Context: an optimization exercise on an open-source flow, tuned for a short achievable clock period and few clock cycles. The choices shown serve that exercise and are no tape-out recipe.
The RTL was checked by simulation tests, not by an equivalence proof against the original design.
Power and IR drop assume default switching activity.

==> try-quartz <==
## tiny16
module tiny16 (
    input  wire        clk,
    input  wire        rst,
    input  wire [15:0] start_pc,
    output reg         mem_valid,
    output reg  [14:0] mem_addr,
    output reg  [1:0]  mem_wstrb,
    output reg  [15:0] mem_wdata,
    input  wire        mem_ready,
    input  wire [15:0] mem_rdata,
    output wire        uart_valid,
    output wire [7:0]  uart_data,
    output reg         halted,
    output reg         fault,
    output reg  [15:0] fault_pc,
    output reg  [4:0]  fault_op
);
Settings: LEC_CHECK=0, ABC_CLOCK_PERIOD_IN_PS=2500, CAP_MARGIN=20, CORE_MARGIN=2, CORE_UTILIZATION=40, PLACE_DENSITY=0.6, SETUP_SLACK_MARGIN=4.8, SLEW_MARGIN=20, TNS_END_PERCENT=10; clock period 8.5 ns.
run.sh (not shown) runs the stock make flow with config.mk's settings and CLKGATE_MAP_FILE= SYNTH_SCRIPT=/design/flow/synth_recipe.tcl, a recipe that flattens the netlist after the stock synthesis.
==> try-xenon: changes against try-quartz <==
--- a/flow/design.v
+++ b/flow/design.v
@@ -100,15 +100,15 @@
     input  wire [15:0] a,        
     input  wire [15:0] b,        
     input  wire [2:0]  sh,       
     output wire [15:0] y,
     output wire        c,
     output wire        v
 );
-    wire [15:0] bb = o_sub ? ~b : b;
+    wire [15:0] bb = b;
     wire [15:0] sum;
     wire        co;
     tiny16_add16 u_add (.a(a), .b(bb), .cin(o_sub), .s(sum), .co(co));
     wire [31:0] shl = {16'h0000, a} << sh;
     wire [31:0] shr = {a, 16'h0000} >> sh;
     wire        sh0 = (sh == 3'd0);
     wire        arith = o_add | o_sub;
@@ -271,14 +271,15 @@
     reg        m_toreg, m_tonone, m_topc, m_toir, m_tok;
     reg [7:0]  m_rd;
     reg [2:0]  state_n;
     reg [15:0] pc_n;
     reg        pc_fast_n;
     reg [15:0] ipc_n, ir_n, k_n;
     reg [15:0] x_n [0:7];
+    reg [15:0] xo_n [0:7];    
     reg [15:0] fy_n;
     reg        fc_n, fv_n;
     reg        halted_n, fault_n;
     reg [15:0] fault_pc_n;
     reg [4:0]  fault_op_n;
     reg [7:0]  d_rd_n, d_rs_n;
     reg d_illegal_n, d_halt_n, d_x1_n, d_alu_n, d_wb_n, d_wide_n, d_ret_n, d_lds_n, d_sts_n;
@@ -291,32 +292,25 @@
     reg [7:0]  lo_n;
     reg        ph_n, m_wide_n, m_we_n, m_pre_n, m_inval_n;
     reg        m_toreg_n, m_tonone_n, m_topc_n, m_toir_n, m_tok_n;
     reg [7:0]  m_rd_n;
     wire [15:0] imm8 = {{8{ir[7]}}, ir[7:0]};
     wire [15:0] imm5 = {{11{ir[4]}}, ir[4:0]};
     wire [15:0] sp   = x[7];
-    reg  [15:0] xd, xs;
-    integer j;
-    always @(*) begin
-        xd = 16'h0000;
-        xs = 16'h0000;
-        for (j = 0; j < 8; j = j + 1) begin
-            xd = xd | ({16{d_rd[j]}} & x[j]);
-            xs = xs | ({16{d_rs[j]}} & x[j]);
-        end
-    end
+    reg  [15:0] opa, opb;
+    wire [15:0] xd = opa;
+    wire [15:0] xs = opb;    
     wire fz = (fy == 16'h0000);
     wire fn = fy[15];
     wire [15:0] alu_y;
     wire        alu_c, alu_v;
     tiny16_alu u_alu (
         .o_add(o_add), .o_sub(o_sub), .o_and(o_and), .o_or(o_or), .o_xor(o_xor),
         .o_not(o_not), .o_shl(o_shl), .o_shr(o_shr), .o_mov(o_mov),
-        .a(xd), .b(o_imm ? imm8 : xs), .sh(ir[2:0]), .y(alu_y), .c(alu_c), .v(alu_v)
+        .a(opa), .b(opb), .sh(ir[2:0]), .y(alu_y), .c(alu_c), .v(alu_v)
     );
     wire [15:0] pc_p2, sp_p2, sp_m2, da_p1, ea;
     wire        ea_co;
     tiny16_inc16 u_pcinc (.a(pc), .inc2(1'b1), .y(pc_p2));
     tiny16_inc16 u_spinc (.a(sp), .inc2(1'b1), .y(sp_p2));
     tiny16_dec2  u_spdec (.a(sp), .y(sp_m2));
     tiny16_inc16 u_dainc (.a(da), .inc2(1'b0), .y(da_p1));
@@ -333,33 +327,36 @@
         .mem_rdata(mem_rdata), .mmio_rdata(mmio_rdata),
         .mmio(m_mmio), .word_mode(m_word), .last(m_last), .wstrb(m_wstrb),
         .bus_wdata(m_wdata), .rbyte(m_rbyte), .rdata(m_result)
     );
     tiny16_mmio u_mmio (
         .clk(clk), .rst(rst),
         .rd_addr(da[7:0]), .rd_data(mmio_rdata),
-        .wr_en((state == S_M) && m_we && da_mmio), .wr_addr(da[7:0]), .wr_data(m_wdata[7:0]),
+        .wr_en((state == S_M) && m_we && da_mmio && !stall), .wr_addr(da[7:0]), .wr_data(m_wdata[7:0]),
         .tick(tick),
         .uart_valid(uart_valid), .uart_data(uart_data)
     );
     wire m_ovl = da_mmio && (ph || !m_wide) && (m_toreg || m_tonone) && !m_pre && pc_fast;
     wire m_hit = m_pre && m_we && !da_mmio && (da[15:1] == ipc[15:1]);
     wire        k_fast   = (state == S_D);
     wire [15:0] kin      = k_fast ? mem_rdata : k;
     wire [15:0] pc_seq   = k_fast ? pc_p2 : pc;
     wire        kin_mmio = (kin[15:8] == 8'hFF);
     wire        taken    = d_jmp && !(d_jz && !fz) && !(d_jnz && fz) && !(d_jc && !fc) &&
                            !(d_jn && !fn);
     wire [15:0] ir_nx = m_toir ? m_result : mem_rdata;
+    wire stall = mem_valid && !mem_ready;
+    reg tick_raw;
+    always @(*) tick = tick_raw && !stall;
     always @(*) begin
-        tick = 1'b0;
+        tick_raw = 1'b0;
         case (state)
-            S_D:  tick = d_x1 || d_halt || (pc_fast && mem_ready && (d_ldi || d_jmp));
-            S_KA: tick = d_ldi || d_jmp;
-            S_M:  tick = m_last && (da_mmio || mem_ready) && (m_toreg || m_tonone || m_topc);
+            S_D:  tick_raw = d_x1 || d_halt || (pc_fast && (d_ldi || d_jmp));
+            S_KA: tick_raw = d_ldi || d_jmp;
+            S_M:  tick_raw = m_last && (m_toreg || m_tonone || m_topc);
             default: ;
         endcase
     end
     integer i;
     task set_pc(input [15:0] v);
         begin
             pc_n      = v;
@@ -417,15 +414,15 @@
             o_not_n     = (o == OP_NOT);
             o_shl_n     = (o == OP_SHL);
             o_shr_n     = (o == OP_SHR);
             o_mov_n     = (o == OP_MOV);
             o_imm_n     = (o == OP_ADDI) || (o == OP_CMPI);
         end
     endtask
-    reg do_ka, do_mn;
+    reg do_ka, do_mn, sF_n, sD_n, bda_n, ovl_n;
     wire alu_go = (state == S_D) && d_x1 && !d_illegal && !d_halt;
     always @(*) begin
         state_n = state;
         pc_n = pc; pc_fast_n = pc_fast;
         ipc_n = ipc; ir_n = ir; k_n = k;
         for (i = 0; i < 8; i = i + 1)
             x_n[i] = x[i];
@@ -441,220 +438,227 @@
         o_not_n = o_not; o_shl_n = o_shl; o_shr_n = o_shr; o_mov_n = o_mov; o_imm_n = o_imm;
         da_n = da; da_mmio_n = da_mmio; wd_n = wd; lo_n = lo;
         ph_n = ph; m_wide_n = m_wide; m_we_n = m_we; m_pre_n = m_pre; m_inval_n = m_inval;
         m_toreg_n = m_toreg; m_tonone_n = m_tonone; m_topc_n = m_topc; m_toir_n = m_toir;
         m_tok_n = m_tok; m_rd_n = m_rd;
         do_ka = 1'b0;
         do_mn = 1'b0;
+        sF_n  = (state == S_F);
+        sD_n  = (state == S_D);
+        bda_n = (state == S_M);
+        ovl_n = 1'b0;
         case (state)
             S_F: begin
                 if (pc_fast) begin
-                    if (mem_ready) begin
+                    begin
                         load_ir(mem_rdata, pc);
                         set_pc(pc_p2);
-                        state_n = S_D;
+                        state_n = S_D; sF_n = 1'b0; sD_n = 1'b1; bda_n = 1'b0;
                     end
                 end else begin
                     set_da(pc);
                     ph_n     = 1'b0;
                     m_wide_n = 1'b1;
                     m_we_n   = 1'b0;
                     m_pre_n  = 1'b0;
                     set_dest(5'b00010);
-                    state_n  = S_M;
+                    state_n = S_M; sF_n = 1'b0; sD_n = 1'b0; bda_n = 1'b1;
                 end
             end
             S_D: begin
                 if (d_illegal) begin
                     halted_n   = 1'b1;
                     fault_n    = 1'b1;
                     fault_pc_n = ipc;
                     fault_op_n = ir[15:11];
-                    state_n    = S_H;
+                    state_n = S_H; sF_n = 1'b0; sD_n = 1'b0; bda_n = 1'b0;
                 end else if (d_halt) begin
                     halted_n = 1'b1;
-                    state_n  = S_H;
+                    state_n = S_H; sF_n = 1'b0; sD_n = 1'b0; bda_n = 1'b0;
                 end else if (d_x1) begin
-                    if (pc_fast && mem_ready) begin
+                    if (pc_fast) begin
                         load_ir(mem_rdata, pc);
                         set_pc(pc_p2);
                     end else begin
-                        state_n = S_F;
+                        state_n = S_F; sF_n = 1'b1; sD_n = 1'b0; bda_n = 1'b0;
                     end
                 end else if (d_wide) begin
                     if (pc_fast) begin
-                        if (mem_ready)
-                            do_ka = 1'b1;
+                        do_ka = 1'b1;
                     end else begin
                         set_da(pc);
                         ph_n     = 1'b0;
                         m_wide_n = 1'b1;
                         m_we_n   = 1'b0;
                         m_pre_n  = 1'b0;
                         set_dest(5'b00001);
-                        state_n  = S_M;
+                        state_n = S_M; sF_n = 1'b0; sD_n = 1'b0; bda_n = 1'b1;
                     end
                 end else if (d_ret) begin
                     set_da(sp);
                     x_n[7]   = sp_p2;
                     ph_n     = 1'b0;
                     m_wide_n = 1'b1;
                     m_we_n   = 1'b0;
                     m_pre_n  = 1'b0;
                     set_dest(5'b00100);
-                    state_n  = S_M;
+                    state_n = S_M; sF_n = 1'b0; sD_n = 1'b0; bda_n = 1'b1;
                 end else begin  
                     set_da(ea);
                     wd_n      = xs;
                     ph_n      = 1'b0;
                     m_wide_n  = 1'b1;
                     m_we_n    = d_sts;
                     set_dest(d_sts ? 5'b01000 : 5'b10000);
                     m_rd_n    = d_rd;
                     m_inval_n = 1'b0;
                     if (pc_fast) begin
                         m_pre_n = 1'b1;
-                        if (mem_ready) begin
+                        begin
                             load_ir(mem_rdata, pc);
                             set_pc(pc_p2);
-                            state_n = S_M;
+                            state_n = S_M; sF_n = 1'b0; sD_n = 1'b0; bda_n = 1'b1;
                         end
                     end else begin
                         m_pre_n = 1'b0;
-                        state_n = S_M;
+                        state_n = S_M; sF_n = 1'b0; sD_n = 1'b0; bda_n = 1'b1;
                     end
                 end
             end
             S_KA: do_ka = 1'b1;
             S_M: begin
-                if (da_mmio || mem_ready) begin
+                begin
                     if (!m_last) begin
                         ph_n = 1'b1;
                         lo_n = m_rbyte;
                         set_da(da_p1);
+                        ovl_n = da_mmio_n && (m_toreg || m_tonone) && !m_pre && pc_fast;
                         if (m_hit)
                             m_inval_n = 1'b1;
                     end else begin
                         ph_n = 1'b0;
                         if (m_toir) begin
                             load_ir(ir_nx, pc);
                             set_pc(pc_p2);
-                            state_n = S_D;
+                            state_n = S_D; sF_n = 1'b0; sD_n = 1'b1; bda_n = 1'b0;
                         end
                         if (m_tok) begin
                             k_n = m_result;
                             set_pc(pc_p2);
-                            state_n = S_KA;
+                            state_n = S_KA; sF_n = 1'b0; sD_n = 1'b0; bda_n = 1'b0;
                         end
                         if (m_topc) begin
                             set_pc(m_result);
-                            state_n = S_F;
+                            state_n = S_F; sF_n = 1'b1; sD_n = 1'b0; bda_n = 1'b0;
                         end
                         if (m_toreg) begin
                             for (i = 0; i < 8; i = i + 1)
                                 if (m_rd[i]) x_n[i] = m_result;
                             fy_n = m_result; fc_n = 1'b0; fv_n = 1'b0;
                             do_mn = 1'b1;
                         end
                         if (m_tonone)
                             do_mn = 1'b1;
                     end
                 end
             end
-            default: state_n = S_H;
+            default: begin state_n = S_H; sF_n = 1'b0; sD_n = 1'b0; bda_n = 1'b0; end
         endcase
         if (do_ka) begin
                 set_pc(pc_seq);
                 m_rd_n    = d_rd;
                 m_pre_n   = 1'b0;
                 m_inval_n = 1'b0;
                 ph_n      = 1'b0;
                 set_da(kin);
                 wd_n      = xs;
                 m_wide_n  = !d_ldb && !d_stb && !((d_in || d_out) && kin_mmio);
                 m_we_n    = d_st || d_stb || d_out || d_call;
                 set_dest((d_st || d_stb || d_out || d_call) ? 5'b01000 : 5'b10000);
-                state_n   = S_M;
+                state_n = S_M; sF_n = 1'b0; sD_n = 1'b0; bda_n = 1'b1;
+                ovl_n = kin_mmio && (d_ldb || d_stb || d_in || d_out) && pc_fast_n;
                 if (d_ldi) begin
                     for (i = 0; i < 8; i = i + 1)
                         if (d_rd[i]) x_n[i] = kin;
                     fy_n = kin; fc_n = 1'b0; fv_n = 1'b0;
-                    state_n = S_F;
+                    state_n = S_F; sF_n = 1'b1; sD_n = 1'b0; bda_n = 1'b0;
                 end
                 if (d_jmp) begin
                     if (taken) set_pc(kin);
-                    state_n = S_F;
+                    state_n = S_F; sF_n = 1'b1; sD_n = 1'b0; bda_n = 1'b0;
                 end
                 if (d_call) begin
                     set_da(sp_m2);
                     x_n[7] = sp_m2;
                     wd_n   = pc_seq;
                     set_pc(kin);
                 end
         end
         if (do_mn) begin
                 if (m_pre) begin
                     if (m_inval || m_hit) begin
                         set_pc(ipc);
-                        state_n = S_F;
+                        state_n = S_F; sF_n = 1'b1; sD_n = 1'b0; bda_n = 1'b0;
                     end else begin
-                        state_n = S_D;
+                        state_n = S_D; sF_n = 1'b0; sD_n = 1'b1; bda_n = 1'b0;
                     end
-                end else if (m_ovl && mem_ready) begin
+                end else if (m_ovl) begin
                     load_ir(mem_rdata, pc);
                     set_pc(pc_p2);
-                    state_n = S_D;
+                    state_n = S_D; sF_n = 1'b0; sD_n = 1'b1; bda_n = 1'b0;
                 end else begin
-                    state_n = S_F;
+                    state_n = S_F; sF_n = 1'b1; sD_n = 1'b0; bda_n = 1'b0;
                 end
         end
+        for (i = 0; i < 8; i = i + 1)
+            xo_n[i] = x_n[i];
         if (alu_go) begin
             if (d_alu) begin
                 fy_n = alu_y; fc_n = alu_c; fv_n = alu_v;
             end
             if (d_wb)
                 for (i = 0; i < 8; i = i + 1)
                     if (d_rd[i]) x_n[i] = alu_y;
         end
     end
+    wire        alu_wb = alu_go && d_wb;
+    wire        fwd_a  = alu_wb && ((d_rd & d_rd_n) != 8'd0);
+    wire        fwd_b  = alu_wb && ((d_rd & d_rs_n) != 8'd0);
+    wire [15:0] imm8_n = {{8{ir_n[7]}}, ir_n[7:0]};
+    reg  [15:0] ra_n, rb_n;
+    integer j;
+    always @(*) begin
+        ra_n = 16'h0000;
+        rb_n = 16'h0000;
+        for (j = 0; j < 8; j = j + 1) begin
+            ra_n = ra_n | ({16{d_rd_n[j]}} & xo_n[j]);
+            rb_n = rb_n | ({16{d_rs_n[j]}} & xo_n[j]);
+        end
+    end
+    wire [15:0] opa_n = fwd_a ? alu_y : ra_n;
+    wire [15:0] opb_s = fwd_b ? alu_y : rb_n;
+    wire [15:0] opb_i = o_imm_n ? imm8_n : opb_s;
+    wire [15:0] opb_n = o_sub_n ? ~opb_i : opb_i;
     wire        n_mmio, n_word, n_last;
     wire [1:0]  n_wstrb;
     wire [15:0] n_wdata;
     wire [7:0]  n_rbyte;
     wire [15:0] n_result;
     tiny16_lsu u_lsu_n (
         .addr(da_n), .wide(m_wide_n), .we(m_we_n), .phase(ph_n), .wdata(wd_n), .lo_byte(lo_n),
         .mem_rdata(16'h0000), .mmio_rdata(8'h00),
         .mmio(n_mmio), .word_mode(n_word), .last(n_last), .wstrb(n_wstrb),
         .bus_wdata(n_wdata), .rbyte(n_rbyte), .rdata(n_result)
     );
-    wire n_ovl = da_mmio_n && (ph_n || !m_wide_n) && (m_toreg_n || m_tonone_n) && !m_pre_n &&
-                 pc_fast_n;
-    reg        req_valid;
-    reg [14:0] req_addr;
-    reg [1:0]  req_wstrb;
-    always @(*) begin
-        req_valid = 1'b0;
-        req_addr  = pc_n[15:1];
-        req_wstrb = 2'b00;
-        case (state_n)
-            S_F: req_valid = pc_fast_n;
-            S_D: req_valid = pc_fast_n && !d_illegal_n && !d_halt_n && !d_ret_n;
-            S_M: begin
-                if (n_ovl) begin
-                    req_valid = 1'b1;
-                end else begin
-                    req_valid = !da_mmio_n;
-                    req_addr  = da_n[15:1];
-                    req_wstrb = n_wstrb;
-                end
-            end
-            default: ;
-        endcase
-    end
+    wire       req_da    = bda_n && !ovl_n;
+    wire       req_valid = bda_n ? (ovl_n || !da_mmio_n)
+                                 : (pc_fast_n && (sF_n || (sD_n && !d_illegal_n && !d_halt_n &&
+                                                            !d_ret_n)));
+    wire [14:0] req_addr  = req_da ? da_n[15:1] : pc_n[15:1];
+    wire [1:0]  req_wstrb = req_da ? n_wstrb : 2'b00;
     always @(posedge clk) begin
         if (rst) begin
             state     <= S_F;
             pc        <= start_pc;
             pc_fast   <= !start_pc[0] && (start_pc[15:8] != 8'hFF);
             mem_valid <= !start_pc[0] && (start_pc[15:8] != 8'hFF);
             mem_addr  <= start_pc[15:1];
@@ -662,14 +666,16 @@
             mem_wdata <= 16'h0000;
             ipc       <= 16'h0000;
             ir        <= 16'h0000;
             k         <= 16'h0000;
             for (i = 0; i < 7; i = i + 1)
                 x[i] <= 16'h0000;
             x[7]      <= 16'h7FFC;
+            opa       <= 16'h0000;
+            opb       <= 16'h0000;
             fy        <= 16'h0001;
             fc        <= 1'b0;
             fv        <= 1'b0;
             halted    <= 1'b0;
             fault     <= 1'b0;
             fault_pc  <= 16'h0000;
             fault_op  <= 5'h00;
@@ -688,27 +694,29 @@
             ph        <= 1'b0;
             m_wide    <= 1'b0;
             m_we      <= 1'b0;
             m_pre     <= 1'b0;
             m_inval   <= 1'b0;
             m_toreg <= 1'b0; m_tonone <= 1'b1; m_topc <= 1'b0; m_toir <= 1'b0; m_tok <= 1'b0;
             m_rd      <= 8'd0;
-        end else begin
+        end else if (!stall) begin
             state     <= state_n;
             pc        <= pc_n;
             pc_fast   <= pc_fast_n;
             mem_valid <= req_valid;
             mem_addr  <= req_addr;
             mem_wstrb <= req_wstrb;
             mem_wdata <= n_wdata;
             ipc       <= ipc_n;
             ir        <= ir_n;
             k         <= k_n;
             for (i = 0; i < 8; i = i + 1)
                 x[i] <= x_n[i];
+            opa       <= opa_n;
+            opb       <= opb_n;
             fy        <= fy_n;
             fc        <= fc_n;
             fv        <= fv_n;
             halted    <= halted_n;
             fault     <= fault_n;
             fault_pc  <= fault_pc_n;
             fault_op  <= fault_op_n;
SETUP_SLACK_MARGIN = 5.0   (was 4.8)
TNS_END_PERCENT = unset   (was 10)
==> try-nickel: changes against try-quartz <==
SETUP_SLACK_MARGIN = 5.0   (was 4.8)
TNS_END_PERCENT = unset   (was 10)
==> notes.md <==
quantity	try-nickel	try-xenon	try-quartz
Pre-CTS setup slack	2960 ps	2240 ps	2900 ps
Power dissipated in the clock network	2.26 mW	2.63 mW	2.35 mW
Count of clock buffers in the final design	67	68	65
Final cell area excluding filler cells	0.0426 mm2	0.0479 mm2	0.0394 mm2
Register bit total from synthesis	416	448	416
Quantity of gates resized following cts	609	615	265
Transition time of the tightest slew-check pin	1190 ps	1230 ps	1310 ps
Metal1 wirelength	66.9 mm	85.8 mm	65.7 mm
Max-Slew Margin vs Limit	0.206	0.174	0.119
Area fraction in and, or, nand and nor cells after synthesis	0.215	0.231	0.215
FF+latch area	0.00843 mm2	0.00941 mm2	0.00842 mm2
Outcome	complete, no violations	complete, no violations	complete, no violations
Portion of total power attributed to combinational logic	0.561	0.678	0.525
Ratio of routed vias to standard cells	7.01	7.23	6.97
Buffer count excluding the clock tree in the final layout	593	654	450
Fillers	7413	8649	7762
Max Clk Rate	240 MHz	247 MHz	241 MHz
Multi-input combinational cell area	0.0248 mm2	0.0281 mm2	0.0233 mm2
Multi-input comb cells	3510	4107	3508
Seq group	2.66 mW	3.32 mW	2.68 mW
Routed wirelength normalized by instance count	31.9 um	36.9 um	31.4 um
Total power draw	11.2 mW	18.5 mW	10.6 mW
Cell internal pwr	5.68 mW	8.51 mW	5.38 mW
Switching Share	0.493	0.539	0.492
Clock Pin Slew Worst Setup and Hold Paths	60 ps	60 ps	70 ps
Initial Utilization	0.405	0.403	0.405
Testbench counts of try-quartz, summed over its fixed seeds: cycles 43,113.
Testbench counts of try-xenon, summed over its fixed seeds: cycles 43,113.
Testbench counts of try-nickel, summed over its fixed seeds: cycles 43,113.

-- static timing again, ports no longer ideal --
How much do the figures lean on ideal ports? The routed layouts below were timed once more, with nothing changed but the port constraints.
Step 1 assumes that a clkbuf_16 drives the clock port and a buf_2 every other input.
Step 2 adds t to the input delays and takes it off the output delays; t is the mean of the earliest and latest rising clock arrival at the registers after step 1. Input paths then give back, and output paths get back, about the clock's delay inside the block.
Slacks: ideal / step 1 / step 2; pairs: ideal / step 1.
| run | shift t [ns] | setup slack, ns | hold WS [ns] |
|---|---|---|---|
| try-quartz | 0.696 | 4.350 / 4.335 / 3.639 | 0.448 / 0.448 / 0.448 |
| try-xenon | 0.780 | 4.447 / 4.447 / 3.726 | 0.450 / 0.450 / 0.450 |
| try-nickel | 0.705 | 4.334 / 4.334 / 3.888 | 0.448 / 0.448 / 0.448 |
After both steps setup and hold are still met in every run listed. The setup slack of try-xenon, which loses most, moves by 0.000 ns with the drivers and by -0.721 ns with both steps.
